Source: an optimization exercise on an open RTL-to-GDS flow (aim: small area, a short achievable clock period and few clock cycles per item). Production flows keep margins and buffers that such runs may drop. In this exercise RTL edits were held to simulation tests only and were not proved equivalent to the original. No activity file was given, so power comes from the tool's default toggle rates.

==> design.v <==
module mwadd_decode #(
    parameter W  = 32,
    parameter NW = 4
) (
    input  wire [64+NW*W-1:0] bundle,
    output wire               invalid,
    output wire [1:0]         cls,       
    output wire               sgn,
    output wire [31:0]        exp,
    output wire [23:0]        prec,
    output wire [NW*W-1:0]    sig_left   
);
    localparam P  = NW * W;
    localparam LW = $clog2(W);
    wire [63:0]  hdr = bundle[63:0];
    wire [P-1:0] sig = bundle[64+P-1:64];
    assign cls  = hdr[57:56];
    assign sgn  = hdr[58];
    assign exp  = hdr[31:0];
    assign prec = hdr[55:32];
    wire prec_ok = (prec >= 24'd1) && (prec <= P);
    wire [24:0] nbits = ((prec + W - 1) >> LW) << LW;
    reg [P-1:0] allowed;
    integer i;
    always @* begin
        for (i = 0; i < P; i = i + 1)
            allowed[i] = (i < nbits) && (i >= nbits - prec);
    end
    wire top_set  = prec_ok && sig[nbits - 1];
    wire bits_ok  = (sig & ~allowed) == {P{1'b0}};
    wire fin_ok   = prec_ok && top_set && bits_ok;
    wire spec_ok  = (exp == 32'd0) && (prec == 24'd0) && (sig == {P{1'b0}}) &&
                    !(cls == 2'b11 && sgn);
    assign invalid = (hdr[63:59] != 5'd0) || ((cls == 2'b01) ? !fin_ok : !spec_ok);
    assign sig_left = sig << (P - nbits);
endmodule
module mwadd_exec #(
    parameter W  = 32,
    parameter NW = 4
) (
    input  wire [31:0]        cmd,
    input  wire [64+NW*W-1:0] x,
    input  wire [64+NW*W-1:0] y,
    output reg  [31:0]        rword,
    output reg  [64+NW*W-1:0] z
);
    localparam P  = NW * W;
    localparam BW = 64 + P;
    localparam LW = $clog2(W);
    localparam [1:0] CLS_ZERO = 2'b00, CLS_FIN = 2'b01, CLS_INF = 2'b10, CLS_NAN = 2'b11;
    localparam [2:0] RM_NEAREST = 3'd0, RM_FLOOR = 3'd1, RM_CEIL = 3'd2,
                     RM_TRUNC   = 3'd3, RM_AWAY  = 3'd4, RM_EXACT = 3'd5;
    localparam [3:0] ST_OK = 4'd0, ST_ILLEGAL = 4'd1, ST_BADPREC = 4'd2, ST_BADOPND = 4'd3,
                     ST_INEXACT = 4'd4, ST_OVERFLOW = 4'd5, ST_SUBREQ = 4'd6;
    localparam [2:0] RG_NONE = 3'd0, RG_LT_W = 3'd1, RG_EQ_W = 3'd2, RG_GT_W_LT_2W = 3'd3,
                     RG_EQ_2W = 3'd4, RG_GT_2W_LT_3W = 3'd5, RG_GE_3W = 3'd6, RG_GENERAL = 3'd7;
    wire [3:0]  opc = cmd[3:0];
    wire [2:0]  rm  = cmd[6:4];
    wire [23:0] tp  = cmd[31:8];
    wire illegal = (opc >= 4'd4) || cmd[7] || (rm >= 3'd6) ||
                   (opc[0] && rm != 3'd0) || (opc[1] && tp != 24'd0);
    wire badprec = !opc[1] && (tp < 24'd1 || tp > P);
    wire         x_inv, y_inv;
    wire [1:0]   x_cls, y_cls;
    wire         x_sgn, y_sgn;
    wire [31:0]  x_exp, y_exp;
    wire [23:0]  x_prec, y_prec;
    wire [P-1:0] x_sig, y_sig;
    mwadd_decode #(.W(W), .NW(NW)) u_dx (
        .bundle(x), .invalid(x_inv), .cls(x_cls), .sgn(x_sgn),
        .exp(x_exp), .prec(x_prec), .sig_left(x_sig));
    mwadd_decode #(.W(W), .NW(NW)) u_dy (
        .bundle(y), .invalid(y_inv), .cls(y_cls), .sgn(y_sgn),
        .exp(y_exp), .prec(y_prec), .sig_left(y_sig));
    wire [23:0] x_pp = (x_cls == CLS_FIN) ? x_prec : 24'd1;
    wire [23:0] y_pp = (y_cls == CLS_FIN) ? y_prec : 24'd1;
    wire [23:0] pt   = opc[1] ? ((x_pp > y_pp) ? x_pp : y_pp) : tp;
    wire [2:0]  mode = opc[0] ? RM_NEAREST : rm;
    wire x_fin    = (x_cls == CLS_FIN);
    wire y_fin    = (y_cls == CLS_FIN);
    wire both_fin = x_fin && y_fin;
    wire swap     = both_fin ? ($signed(y_exp) > $signed(x_exp)) : y_fin;
    wire [P-1:0] a_sig = swap ? y_sig : x_sig;
    wire [31:0]  a_exp = swap ? y_exp : x_exp;
    wire         a_sgn = swap ? y_sgn : x_sgn;
    wire [P-1:0] b_sig = swap ? x_sig : y_sig;
    wire [31:0]  b_exp = swap ? x_exp : y_exp;
    wire [32:0] d = {a_exp[31], a_exp} - {b_exp[31], b_exp};
    wire         far    = (d > P + 1);
    wire [2*P+1:0] b_wide = {1'b0, b_sig, 1'b0, {P{1'b0}}};
    wire [2*P+1:0] b_sh   = b_wide >> d[$clog2(P+2):0];
    wire [P+1:0] a_frame = {1'b0, a_sig, 1'b0};
    wire [P+1:0] b_frame = (!both_fin || far) ? {(P+2){1'b0}} : b_sh[2*P+1:P];
    wire         st_low  = both_fin && (far || (b_sh[P-1:0] != {P{1'b0}}));
    wire [P+1:0] sum   = a_frame + b_frame;
    wire         carry = sum[P+1];
    wire [P+1:0]       nrm   = carry ? sum : (sum << 1);
    wire signed [33:0] e_sum = $signed({{2{a_exp[31]}}, a_exp}) + $signed({33'd0, carry});
    reg [P-1:0]   keep_mask;    
    reg [P+1:0]   low_mask;     
    integer i;
    always @* begin
        for (i = 0; i < P; i = i + 1)
            keep_mask[i] = (i >= P - pt);
        for (i = 0; i < P + 2; i = i + 1)
            low_mask[i] = (i < P + 1 - pt);
    end
    wire [P-1:0] trunc = nrm[P+1:2] & keep_mask;
    wire         lsb   = nrm[P + 2 - pt];
    wire         rb    = nrm[P + 1 - pt];
    wire         sb    = ((nrm & low_mask) != {(P+2){1'b0}}) || st_low;
    wire         inexact = rb || sb;
    reg inc;
    always @* begin
        case (mode)
            RM_NEAREST: inc = rb && (sb || lsb);
            RM_FLOOR:   inc = inexact && a_sgn;
            RM_CEIL:    inc = inexact && !a_sgn;
            RM_AWAY:    inc = inexact;
            default:    inc = 1'b0;    
        endcase
    end
    wire [P:0]   unit    = {{P{1'b0}}, 1'b1} << (P - pt);
    wire [P:0]   rounded = {1'b0, trunc} + (inc ? unit : {(P+1){1'b0}});
    wire         ovf_sig = rounded[P];
    wire [P-1:0] r_sig   = ovf_sig ? {1'b1, {(P-1){1'b0}}} : rounded[P-1:0];
    wire signed [33:0] e_res = e_sum + $signed({33'd0, ovf_sig});
    wire exp_ovf = e_res > $signed(34'sh0_7FFF_FFFF);
    wire [1:0] ord = !inexact ? 2'b00 : ((inc == !a_sgn) ? 2'b01 : 2'b11);
    wire [24:0]  t_nbits = ((pt + W - 1) >> LW) << LW;
    wire [P-1:0] z_sig   = r_sig >> (P - t_nbits);
    reg [2:0] regime;
    always @* begin
        if (!(x_prec == y_prec && x_prec == pt)) regime = RG_GENERAL;
        else if (pt < W)                         regime = RG_LT_W;
        else if (pt == W)                        regime = RG_EQ_W;
        else if (pt < 2 * W)                     regime = RG_GT_W_LT_2W;
        else if (pt == 2 * W)                    regime = RG_EQ_2W;
        else if (pt < 3 * W)                     regime = RG_GT_2W_LT_3W;
        else                                     regime = RG_GE_3W;
    end
    always @* begin
        rword = 32'd0;
        z     = {BW{1'b0}};
        if (illegal) begin
            rword[3:0] = ST_ILLEGAL;
        end else if (badprec) begin
            rword[3:0] = ST_BADPREC;
        end else if (x_inv || y_inv) begin
            rword[3:0] = ST_BADOPND;
        end else if (x_cls == CLS_NAN || y_cls == CLS_NAN) begin
            z[57:56] = CLS_NAN;
        end else if (x_cls == CLS_INF && y_cls == CLS_INF) begin
            if (x_sgn == y_sgn) begin
                z[57:56] = CLS_INF;
                z[58]    = x_sgn;
            end else begin
                z[57:56] = CLS_NAN;
            end
        end else if (x_cls == CLS_INF) begin
            z[57:56] = CLS_INF;
            z[58]    = x_sgn;
        end else if (y_cls == CLS_INF) begin
            z[57:56] = CLS_INF;
            z[58]    = y_sgn;
        end else if (x_cls == CLS_ZERO && y_cls == CLS_ZERO) begin
            z[57:56] = CLS_ZERO;
            z[58]    = (x_sgn == y_sgn) ? x_sgn : (mode == RM_FLOOR);
        end else if (both_fin && x_sgn != y_sgn) begin
            rword[3:0] = ST_SUBREQ;
        end else if (mode == RM_EXACT && inexact) begin
            rword[3:0] = ST_INEXACT;
        end else if (exp_ovf) begin
            rword[3:0] = ST_OVERFLOW;
        end else begin
            rword[5:4]   = ord;
            rword[8:6]   = both_fin ? regime : RG_GENERAL;
            rword[9]     = rb;
            rword[10]    = sb;
            rword[11]    = inc;
            z[31:0]      = e_res[31:0];
            z[55:32]     = pt;
            z[57:56]     = CLS_FIN;
            z[58]        = a_sgn;
            z[BW-1:64]   = z_sig;
        end
    end
endmodule
module mwadd (
    input  wire         clk,
    input  wire         rst,
    input  wire         req_valid,
    output wire         req_ready,
    input  wire [31:0]  req_cmd,
    input  wire [191:0] req_x,
    input  wire [191:0] req_y,
    output wire         rsp_valid,
    input  wire         rsp_ready,
    output wire [31:0]  rsp_word,
    output wire [191:0] rsp_z
);
    localparam W  = 32;
    localparam NW = 4;
    localparam BW = 64 + NW * W;
    localparam [1:0] S_IDLE = 2'd0, S_BUSY = 2'd1, S_DONE = 2'd2;
    reg [1:0]    state;
    reg [31:0]   cmd_q;
    reg [BW-1:0] x_q, y_q;
    reg [31:0]   word_q;
    reg [BW-1:0] z_q;
    wire [31:0]   word_d;
    wire [BW-1:0] z_d;
    mwadd_exec #(.W(W), .NW(NW)) u_exec (
        .cmd(cmd_q), .x(x_q), .y(y_q), .rword(word_d), .z(z_d));
    assign req_ready = (state == S_IDLE) && !rst;
    assign rsp_valid = (state == S_DONE) && !rst;
    assign rsp_word  = word_q;
    assign rsp_z     = z_q;
    always @(posedge clk) begin
        if (rst) begin
            state <= S_IDLE;
        end else begin
            case (state)
                S_IDLE: if (req_valid) begin
                    cmd_q <= req_cmd;
                    x_q   <= req_x;
                    y_q   <= req_y;
                    state <= S_BUSY;
                end
                S_BUSY: begin
                    word_q <= word_d;
                    z_q    <= z_d;
                    state  <= S_DONE;
                end
                S_DONE: if (rsp_ready)
                    state <= S_IDLE;
                default: state <= S_IDLE;
            endcase
        end
    end
endmodule
==> run.sh <==
#!/bin/bash
# synth_recipe.tcl (not shown) runs the flow's synth.tcl, then flattens the netlist and writes it again
# the make line also repeats each setting of config.mk as NAME=value (left out here)
make -C /OpenROAD-flow-scripts/flow DESIGN_CONFIG=/design/flow/config.mk WORK_HOME=/design/flow/orfs CLKGATE_MAP_FILE= SYNTH_SCRIPT=/design/flow/synth_recipe.tcl finish
==> config.mk <==
export PLATFORM = sky130hd
export DESIGN_NAME = mwadd
export DESIGN_NICKNAME = mwadd
export VERILOG_FILES = /design/flow/design.v
export SDC_FILE = /design/flow/constraint.sdc
export NUM_CORES = 4
export LEC_CHECK = 0
export CAP_MARGIN = 20
export CORE_MARGIN = 2
export CORE_UTILIZATION = 25
export SLEW_MARGIN = 20
==> constraint.sdc <==
create_clock -name core_clock -period 34.0 [get_ports {clk}]
set_input_delay 6.8000 -clock core_clock [delete_from_list [all_inputs] [get_ports {clk}]]
set_output_delay 6.8000 -clock core_clock [all_outputs]
set_load 0.01 [all_outputs]
==> results.cfg <==
[run_status]
outcome = complete, no violations

[critical_path]
critPathLaunchType = flip-flop
crit_fanout = 96
slowest_delay_ps = 890
cp.required_ps = 34530
r2r_end = z_q[90]
r2r_cells = 90
path_buf_inv = 9
criticalPathCategory = reg -> reg
startpoint = x_q[33]
reg2reg_slack_ps = 3710
cp_common_cell = o21ai_0
crit_path_top_delay_cell = nor4_1
cp_num_cells = 90
crit_family = compound AO/OA/AOI/OAI gates
crit_arrival_ps = 30820
worstSetupEndpoint = z_q[90]
cp-end-kind = flip-flop
reg2reg_from = x_q[33]

[route]
wirelength_um = 563000
vias = 103672
wl_met2_um = 222000
first_pass_iters = 7
top_layer = met5
route.met3.wl_um = 69700
drc = 0
ant_nets = 0
drt-vias-per-instance = 6.19
drtIter0Drc = 15808
wl_per_cell_um = 33.6
met1_length_um = 220000

[pwr]
sequentialPowerShare = 0.307
peakVddDrop_mv = 0.0384
p_sw_frac = 0.446
pwr-share-clk = 0.253
p_int_mw = 1.69
leakage_nw = 37.5
p_per_area_mw_per_mm2 = 29.7
comb_power_share = 0.440
p_switching_mw = 1.36

[die]
placementRows = 219
die_w_um = 601
die-area_mm2 = 0.361
num_io_pins = 646
core_mm2 = 0.355
die_y_um = 601
initial_core_util = 0.251

[timing]
tightest_slew_ps = 1340
fin_worst_skew_ps = 60.9
max_freq_mhz = 33.0
drv_slew = 0
finalWorstSetupSlack_ps = 3710
finalHoldViolCount = 0
setup_tns_ps = 0
rsz0062_at_grt = no
setup_viol = 0
slew_headroom = 0.0979
fin_crit_sh = 0.891
finalHoldWorstSlack_ps = 622
min_period_ps = 30290

[logic_synthesis]
ys_seq_area_frac = 0.208
yosysTopAreaCell = edfxtp_1
synth_cells = 11733
yosys.area.top_type_share = 0.207
yosys-top-cells-count = nor2_1 (1346), nand2_1 (1331), o21ai_0 (941)
synth_seq_cells = 616
yosysMostFrequentCell = nor2_1
async_flop_share = 0
syn_area_per_cell_um2 = 7.58
synthTopCellsByArea = edfxtp_1 (21%), ha_1 (5.7%), nor2_1 (5.7%), nand2_1 (5.6%), mux2i_1 (5.6%)
syn_area_mm2 = 0.0890
synth_warnings = 3
ys.flop_type = edfxtp_1
synth.distinct_cells = 123
synth_edf_count = 614

[worst_hold_path]
hold_class = reg -> reg
worstHoldStart = state[0]

[placement]
placed_cells = 16580
place_congestion = 1.08
hpwl_um = 455000
port_buffers = 619
dp_slack_ps = 4330
placed_cell_area_mm2 = 0.101

[clock_network]
numCtsBuffers = 68
post_cts_resized = 0
worstSkewPairLatency_ps = 730
hold_buffers = 0
root_buffer = clkbuf_16
post-cts-setup-buffers = 0
cts_max_path_buffers = 3
cts.sink_count = 616
cts_tree = done
clkTransAtPathRegs_ps = 70
h-tree-depth = 3

[grt]
antenna_found_initial = 63
gr-total-overflow = 0
gr-usage-all-layers = 0.296
grt_max_degree = 140
grt_pass1_vias = 94871
grt_pass1_wl_um = 767000

[layout]
fin_nets = 12735
syn2layout_area_growth_pct = 15.8
drive_above_1_share = 0.0854
fin_area_mm2 = 0.103
final-seq-area_mm2 = 0.0185
multi_input_area_mm2 = 0.0664
stdcell_count = 16737
nFillCells = 38816

[job]
maxCapViolCount = 0
## kinds of logic (layout without fill, tap and decap cells)
kind of cell / after synthesis / in the layout / share of synthesized area
buf+inv: 1156 / 1339 / 0.0545
xor+xnor: 523 / 523 / 0.0516
compound gates: 3546 / 3546 / 0.257
fa+ha+maj: 411 / 411 / 0.0579
mux: 856 / 856 / 0.127
other cells: 1 / 71 / 0.0000422
simple gates: 4624 / 4624 / 0.244
flops: 616 / 616 / 0.208
## cells in the final DEF (no fill, tap or decap), types with 129 or more instances in the layout
cell type,Yosys,layout
a21o_1,240,240
nand4_1,262,262
nor4_1,188,180
a21oi_1,861,860
o211ai_1,163,163
mux4_2,203,203
o21ai_0,941,919
buf_4,52,336
ha_1,408,400
xnor2_1,325,310
nor2_1,1346,1334
mux2i_1,498,498
inv_1,245,244
a211oi_1,182,177
nor3_1,349,338
edfxtp_1,614,614
nand2_1,1331,1328
clkdlybuf4s50_1,0,619
and3_1,129,129
xor2_1,197,193
nand3_1,408,407
mux2_2,153,152
## stage by stage
| stage | total power, mW | util |
|---|---|---|
| after detailed placement | 2.21 | 0.283 |
| after global routing | 3.11 | 0.290 |
| after CTS | 2.98 | 0.290 |
| after global placement | 2.22 | 0.283 |
| final | 3.06 | 0.290 |
| after floorplan | 1.66 | - |
## area by class of cell
cell class | instances | share of cell area
Antenna cell | 29 | 0.000704
Clock buffer | 78 | 0.0169
Clock inverter | 44 | 0.00481
Inverter | 250 | 0.00928
Multi-Input combinational cell | 10002 | 0.645
Sequential cell | 616 | 0.179
Tap cell | 4751 | 0.0577
Timing Repair Buffer | 967 | 0.0865
## power by group through the flow
stage               registers (mW)  clock network [mW]  logic (mW)
floorplan                    0.925                   0       0.736
global placement             0.947                   0        1.28
detailed placement           0.947                   0        1.27
CTS                          0.931               0.781        1.27
global route                 0.934               0.807        1.37
finish                       0.938               0.772        1.35
## layer usage
| layer | vias up | track usage |
|---|---|---|
| met5 | - | 0 |
| met4 | 34 | 0.218 |
| met2 | 7345 | 0.412 |
| met3 | 1769 | 0.104 |
| li1 | 44459 | - |
| met1 | 50065 | 0.373 |
## registers in the layout, indices dropped and copies added (netlist names)
register  cells
z_q         187
cmd_q        32
rsp_word     11
state         2
y_q         192
x_q         192
## worst min path at each step
| stage | endpoint | slack [ps] | depth (start not counted) |
|---|---|---|---|
| final | state[0] | 620 | 2 |
| after global placement | state[0] | 600 | 2 |
| after detailed placement | state[0] | 630 | 2 |
| after global routing | state[0] | 660 | 2 |
| after floorplan | state[0] | 610 | 2 |
| after CTS | state[0] | 630 | 2 |
## worst register-to-register path: cells and delay by family (launching register included)
kind	cells	cell delay [ps]
fa+ha+maj	7	2400
flops	1	570
xor+xnor	1	550
compound gates	38	11320
mux	4	2140
buf+inv	9	3780
simple gates	31	9380
Testbench counts, summed over its fixed seeds: cycles 96,000, items 32,000.

==> afterwards: timing with drivers on the ports <==
The flow's constraints put no driver on any port. The routed layout listed below was extracted and timed again, unchanged, in two steps.
Step 1 assumes that a clkbuf_16 drives the clock port and a buf_2 every other input.
Step 2 also shifts input and output timing later by t, the mid clock arrival at the registers, as if the neighbouring blocks saw the same clock.
Three values: ideal, step 1, step 2; two values: the first two.
t (ns): 0.801
slack for setup (ns): 3.708 / 3.708 / 3.708
pins driven straight from the clock port: 1
After both steps this run still meets setup and hold. The setup slack of this run moves by 0.000 ns with the drivers and by 0.000 ns with both steps.
